From an optimization exercise on the open Yosys and OpenROAD flow, aimed at small area, a short achievable clock period and few clock cycles; shortcuts taken in it are not production practice. In this exercise RTL edits were held to simulation tests only and were not proved equivalent to the original.

Design fm_demod, start of the top module:
module fm_demod (
    input  wire        clk,
    input  wire        rst,
    input  wire        cfg_valid,
    output wire        cfg_ready,
    input  wire [15:0] cfg_d,
    input  wire [15:0] cfg_alpha,
    input  wire        in_valid,
    output wire        in_ready,
    input  wire [7:0]  in_i,
    input  wire [7:0]  in_q,
    output reg         out_valid,
    output reg  [15:0] out_pcm
);
    localparam [15:0] REGMASK = 16'b0111111111111110;
    localparam integer NSTG = 14;       
    localparam integer DCYC = 8;        
    localparam integer FB   = 2;        
    localparam integer FCYC = 9;        
    localparam integer WGAP = (DCYC + 1 > FCYC + 1) ? DCYC + 1 : FCYC + 1;
    localparam integer PIPE = 5 + NSTG;             
    localparam integer BUSY = PIPE + 3;    
    localparam integer BCW  = (BUSY < 32) ? 5 : (BUSY < 64) ? 6 : 7;
    reg [15:0] alpha_c;     
    reg [15:0] dv;          
    reg [17:0] d3;          
    reg [15:0] rc;          
    reg [3:0]  gap;         
    reg        in_rdy, cfg_rdy, cfg1, cfg2;
    reg [BCW-1:0] bc;          
    assign in_ready  = in_rdy;
    assign cfg_ready = cfg_rdy;
    wire acc_in  = in_valid & in_rdy;
    wire acc_cfg = cfg_valid & cfg_rdy;
    wire        last_now  = (rc == 16'd1);
    wire [15:0] dv_fix    = (dv == 16'd0) ? 16'd1 : dv;
    wire [3:0]  gap_inc   = (gap == 4'd15) ? 4'd15 : gap + 4'd1;
    wire nl_acc  = last_now ? (dv == 16'd1) : (rc == 16'd2);
    wire rdy_idle = !last_now || (gap_inc >= WGAP);
    wire rdy_acc2 = last_now ? (!nl_acc || (1 >= WGAP))
                             : (!nl_acc || (gap_inc >= WGAP));
    wire rdy_cfg1 = (dv_fix != 16'd1) || (gap_inc >= WGAP);
    wire [BCW-1:0] bc_dec = (bc == 0) ? bc : bc - 1'b1;
    always @(posedge clk) begin
        if (rst) begin
            alpha_c <= 16'hffff;
            dv      <= 16'd1;
            d3      <= 18'd3;
            rc      <= 16'd1;
            gap     <= 4'd15;
            in_rdy  <= 1'b0;
            cfg_rdy <= 1'b0;
            cfg1    <= 1'b0;
            cfg2    <= 1'b0;
            bc      <= 0;
        end else begin
            cfg1 <= acc_cfg;
            cfg2 <= cfg1;
            if (cfg2)
                d3 <= {2'b0, dv} + {1'b0, dv, 1'b0};
  ...
clock: 12.0 ns
lec_check: 0
cap_margin: 20
core_margin: 2
core_utilization: 40
cts_cluster_diameter: 100
cts_cluster_size: 20
slew_margin: 20
standard.sh (not shown) runs the stock make flow with config.mk's settings and CLKGATE_MAP_FILE= SYNTH_SCRIPT=/design/flow/synth_recipe.tcl, a recipe that flattens the netlist after the stock synthesis.
==> flow/flow/run.sh <==
#!/bin/bash
# The standard layout (the standard.sh: standard synthesis, floorplan,
# placement, CTS, routing), with ORFS's repair_timing asked to keep 8 ns of
# setup slack at the 12 ns clock, so that it sizes and buffers the paths down
# towards a 4 ns period instead of stopping once the 12 ns clock is met.
set -euo pipefail
export SETUP_SLACK_MARGIN=8
bash standard.sh finish > standard_make.log 2>&1
test -s out/final.def
Testbench counts at the start, summed over its fixed seeds: cycles 40,825.
Change:
--- a/flow/design.v
+++ b/flow/design.v
@@ -432,44 +432,51 @@
         end
     end
     reg signed [23:0] yprev;
     reg signed [25:0] facc;
     reg signed [24:0] fdiff;
     reg [15:0]        fco;
     reg [3:0]         fcnt;
     reg               fdone, ovld;
     wire signed [15:0] avg = dneg ? -$signed({1'b0, dquo[14:0]}) : $signed({1'b0, dquo[14:0]});
+    reg signed [15:0] avgr;
+    reg               fld;
+    always @(posedge clk) begin
+        avgr <= avg;
+        if (rst) fld <= 1'b0;
+        else     fld <= ddone;
+    end
     reg                fnew;
     wire        yb0  = dnew;
     wire [26:0] ybse = yb0 ? 27'd0 : {{3{yprev[23]}}, yprev};
     wire [26:0] yadd = (fdone & !dnew) ? {facc[25], facc} : 27'd0;
-    wire [26:0] diff27 = {{3{avg[15]}}, avg, 8'd0} - ybse - yadd;
+    wire [26:0] diff27 = {{3{avgr[15]}}, avgr, 8'd0} - ybse - yadd;
     wire signed [24:0] diffc = diff27[24:0];
     reg  [26:0] ppr;
     wire [26:0] d27  = {{2{fdiff[24]}}, fdiff};
     wire [26:0] ppc  = (fco[0] ? d27 : 27'd0) + (fco[1] ? {d27[25:0], 1'b0} : 27'd0);
     wire [27:0] fsum = {{2{facc[25]}}, facc} + {ppr[26], ppr};
     always @(posedge clk) begin
         if (rst) begin
             fcnt  <= 4'd0;
             fdone <= 1'b0;
         end else begin
             fdone <= (fcnt == 4'd1);
-            if (ddone)
+            if (fld)
                 fcnt <= FCYC;
             else if (fcnt != 4'd0)
                 fcnt <= fcnt - 4'd1;
         end
-        if (ddone) begin
+        if (fld) begin
             fdiff <= diffc;
             fnew  <= dnew;
         end
-        if (ddone)
+        if (fld)
             fco <= dal;
         else
             fco <= fco >> FB;
         if (fcnt == FCYC)
             facc <= {fdiff[24], fdiff};
         else
             facc <= fsum[27:2];
         ppr <= ppc;
     end
Outcome: Hold slack is about the same. Cell area barely changes. Register-to-register slack improves by 170 ps. Setup slack gains 170 ps. Clock skew rose by 3.3 ps. Routed wire length is higher by 0.78%. Non-clock buffer count came out lower by 3. Core utilization stays flat.
Testbench counts after the change, summed over its fixed seeds: cycles 40,833.

---

Another version of the RTL of fm_demod (not shown whole).
For scale: roughly 1400 flip-flops, about 71 I/O pins.
Design fm_demod, start of the top module:
module fm_demod (
    input  wire        clk,
    input  wire        rst,
    input  wire        cfg_valid,
    output wire        cfg_ready,
    input  wire [15:0] cfg_d,
    input  wire [15:0] cfg_alpha,
    input  wire        in_valid,
    output wire        in_ready,
    input  wire [7:0]  in_i,
    input  wire [7:0]  in_q,
    output reg         out_valid,
    output reg  [15:0] out_pcm
);
export LEC_CHECK = 0
export CAP_MARGIN = 20
export CORE_MARGIN = 2
export CORE_UTILIZATION = 40
export SLEW_MARGIN = 20
create_clock -name core_clock -period 12.0 [get_ports {clk}]
Scripts as last shown in full above: flow/flow/run.sh
Testbench counts at the start, summed over its fixed seeds: cycles 40,880.
Then changed:
--- a/flow/design.v
+++ b/flow/design.v
@@ -12,15 +12,15 @@
     output reg         out_valid,
     output reg  [15:0] out_pcm
 );
     localparam [15:0] REGMASK = 16'b1111111111111110;
     localparam integer NSTG = 15;       
     localparam integer DCYC = 8;        
     localparam integer FB   = 2;        
-    localparam integer FCYC = 9;        
+    localparam integer FCYC = 8;        
     localparam integer WGAP = (DCYC + 1 > FCYC + 1) ? DCYC + 1 : FCYC + 1;
     localparam integer PIPE = 5 + NSTG;             
     localparam integer BUSY = PIPE + 3;    
     localparam integer BCW  = (BUSY < 32) ? 5 : (BUSY < 64) ? 6 : 7;
     reg [15:0] alpha_c;     
     reg [15:0] dv;          
     reg [17:0] d3;          
@@ -99,17 +99,15 @@
         f1   <= first_now;
         l1   <= last_now;
         if (rst) v1 <= 1'b0;
         else     v1 <= acc_in;
     end
     wire signed [8:0] a1 = {~r1_i[7], r1_i[6:0], 1'b1};
     wire signed [8:0] b1 = {~r1_q[7], r1_q[6:0], 1'b1};
-    reg        rst1;
-    always @(posedge clk) rst1 <= rst;
-    wire       prst = rst1 | cfg1;
+    wire       prst = rst | cfg1;      
     wire [8:0] nc = prst ? 9'd255 : a1;
     wire [8:0] nd = prst ? 9'd0   : b1;
     wire [19:0] nc_e, nd_e;
     fm_booth9 enc_c (.y(nc), .e(nc_e));
     fm_booth9 enc_d (.y(nd), .e(nd_e));
     always @(posedge clk) begin
         if (prst || v1) begin
@@ -428,19 +426,17 @@
             ypend <= 1'b0;
         if (dstart) begin
             ddv  <= dv;
             dd3  <= d3;
             dal  <= alpha_c;
             dnew <= ypend;
             dneg <= sum[31];
-        end
-        if (dstart) begin
             drem <= mag[NQ+15:NQ];
             dquo <= mag[NQ-1:0];
-        end else begin
+        end else if (dcnt != 4'd0) begin
             drem <= nrem;
             dquo <= nquo;
         end
     end
     reg signed [23:0] yprev;
     reg signed [25:0] facc;
     reg signed [24:0] fdiff;
@@ -450,42 +446,47 @@
     wire signed [15:0] avg = dneg ? -$signed({1'b0, dquo[14:0]}) : $signed({1'b0, dquo[14:0]});
     reg                fnew;
     wire        yb0  = dnew;
     wire [26:0] ybse = yb0 ? 27'd0 : {{3{yprev[23]}}, yprev};
     wire [26:0] yadd = (fdone & !dnew) ? {facc[25], facc} : 27'd0;
     wire [26:0] diff27 = {{3{avg[15]}}, avg, 8'd0} - ybse - yadd;
     wire signed [24:0] diffc = diff27[24:0];
-    reg  [26:0] ppr;
-    wire [26:0] d27  = {{2{fdiff[24]}}, fdiff};
-    wire [26:0] ppc  = (fco[0] ? d27 : 27'd0) + (fco[1] ? {d27[25:0], 1'b0} : 27'd0);
-    wire [27:0] fsum = {{2{facc[25]}}, facc} + {ppr[26], ppr};
+    reg [29:0] cs_s, cs_c, pp;
+    reg [29:0] fsum;
+    integer j;
+    always @(*) begin
+        cs_s = {{4{facc[25]}}, facc};
+        cs_c = 30'd0;
+        for (j = 0; j < FB; j = j + 1) begin
+            pp   = fco[j] ? ({{5{fdiff[24]}}, fdiff} << j) : 30'd0;
+            {cs_s, cs_c} = {cs_s ^ cs_c ^ pp,
+                            ((cs_s & cs_c) | (cs_s & pp) | (cs_c & pp)) << 1};
+        end
+        fsum = cs_s + cs_c;
+    end
     always @(posedge clk) begin
         if (rst) begin
             fcnt  <= 4'd0;
             fdone <= 1'b0;
         end else begin
             fdone <= (fcnt == 4'd1);
             if (ddone)
                 fcnt <= FCYC;
             else if (fcnt != 4'd0)
                 fcnt <= fcnt - 4'd1;
         end
         if (ddone) begin
             fdiff <= diffc;
+            facc  <= {diffc[24], diffc};
+            fco   <= dal;
             fnew  <= dnew;
+        end else if (fcnt != 4'd0) begin
+            facc <= fsum[FB+25:FB];
+            fco  <= fco >> FB;
         end
-        if (ddone)
-            fco <= dal;
-        else
-            fco <= fco >> FB;
-        if (fcnt == FCYC)
-            facc <= {fdiff[24], fdiff};
-        else
-            facc <= fsum[27:2];
-        ppr <= ppc;
     end
     reg  [25:0] w;
     wire [30:0] yr = {yprev, 7'd0} + ~{{5{w[25]}}, w} + 31'd1;
     wire [16:0] yq = yr[30:14];
     wire [15:0] pcm = (yq[16] != yq[15]) ? (yq[16] ? 16'h8000 : 16'h7fff) : yq[15:0];
     reg         ovld2;
     always @(posedge clk) begin
Result:
- first-iteration DRC count rose by 3.5%
- global-route usage rose by 0.36 points
- via count rose by 1.1%
- flip-flop and latch count fell by 28
- hold slack improves by 13 ps
- wire length rose by 4.1%
- sequential share of layout area fell by 0.21 points
- register-to-register slack degrades by 160 ps
Testbench counts after the change, summed over its fixed seeds: cycles 40,396.

what the ideal ports hide:
In the flow no input, the clock included, has a driving cell. The finished layouts below were timed again as built, in two steps. Step 1: set_driving_cell puts a clkbuf_16 on clk and a buf_2 on each other input, an assumption about the parent block. Step 2 times the ports against the registers' clock, not the clock port: input delays grow and output delays shrink by t, the midpoint of the rising clock arrivals with the driver on. Slacks: ideal ports / drivers / drivers and shift; pairs: ideal ports / drivers.
run	t, ns	setup slack, ns	worst setup path at the end	slew at the worst register clock pin (ns)	cell pins on the clock port's net
the first run of note 1	0.762	7.923 / 7.923 / 7.598	input to register	0.10 / 0.10	1
the second run of note 1	0.788	8.094 / 8.094 / 7.449	input to register	0.10 / 0.10	1
the first run of note 2	0.863	8.064 / 8.031 / 7.456	input to register	0.07 / 0.07	1
the second run of note 2	0.877	7.903 / 7.903 / 7.290	input to register	0.07 / 0.07	1
After both steps every run listed still meets setup and hold. For the second run of note 1, which loses most, drivers alone change the setup slack by 0.000 ns; drivers and shift together by -0.645 ns.
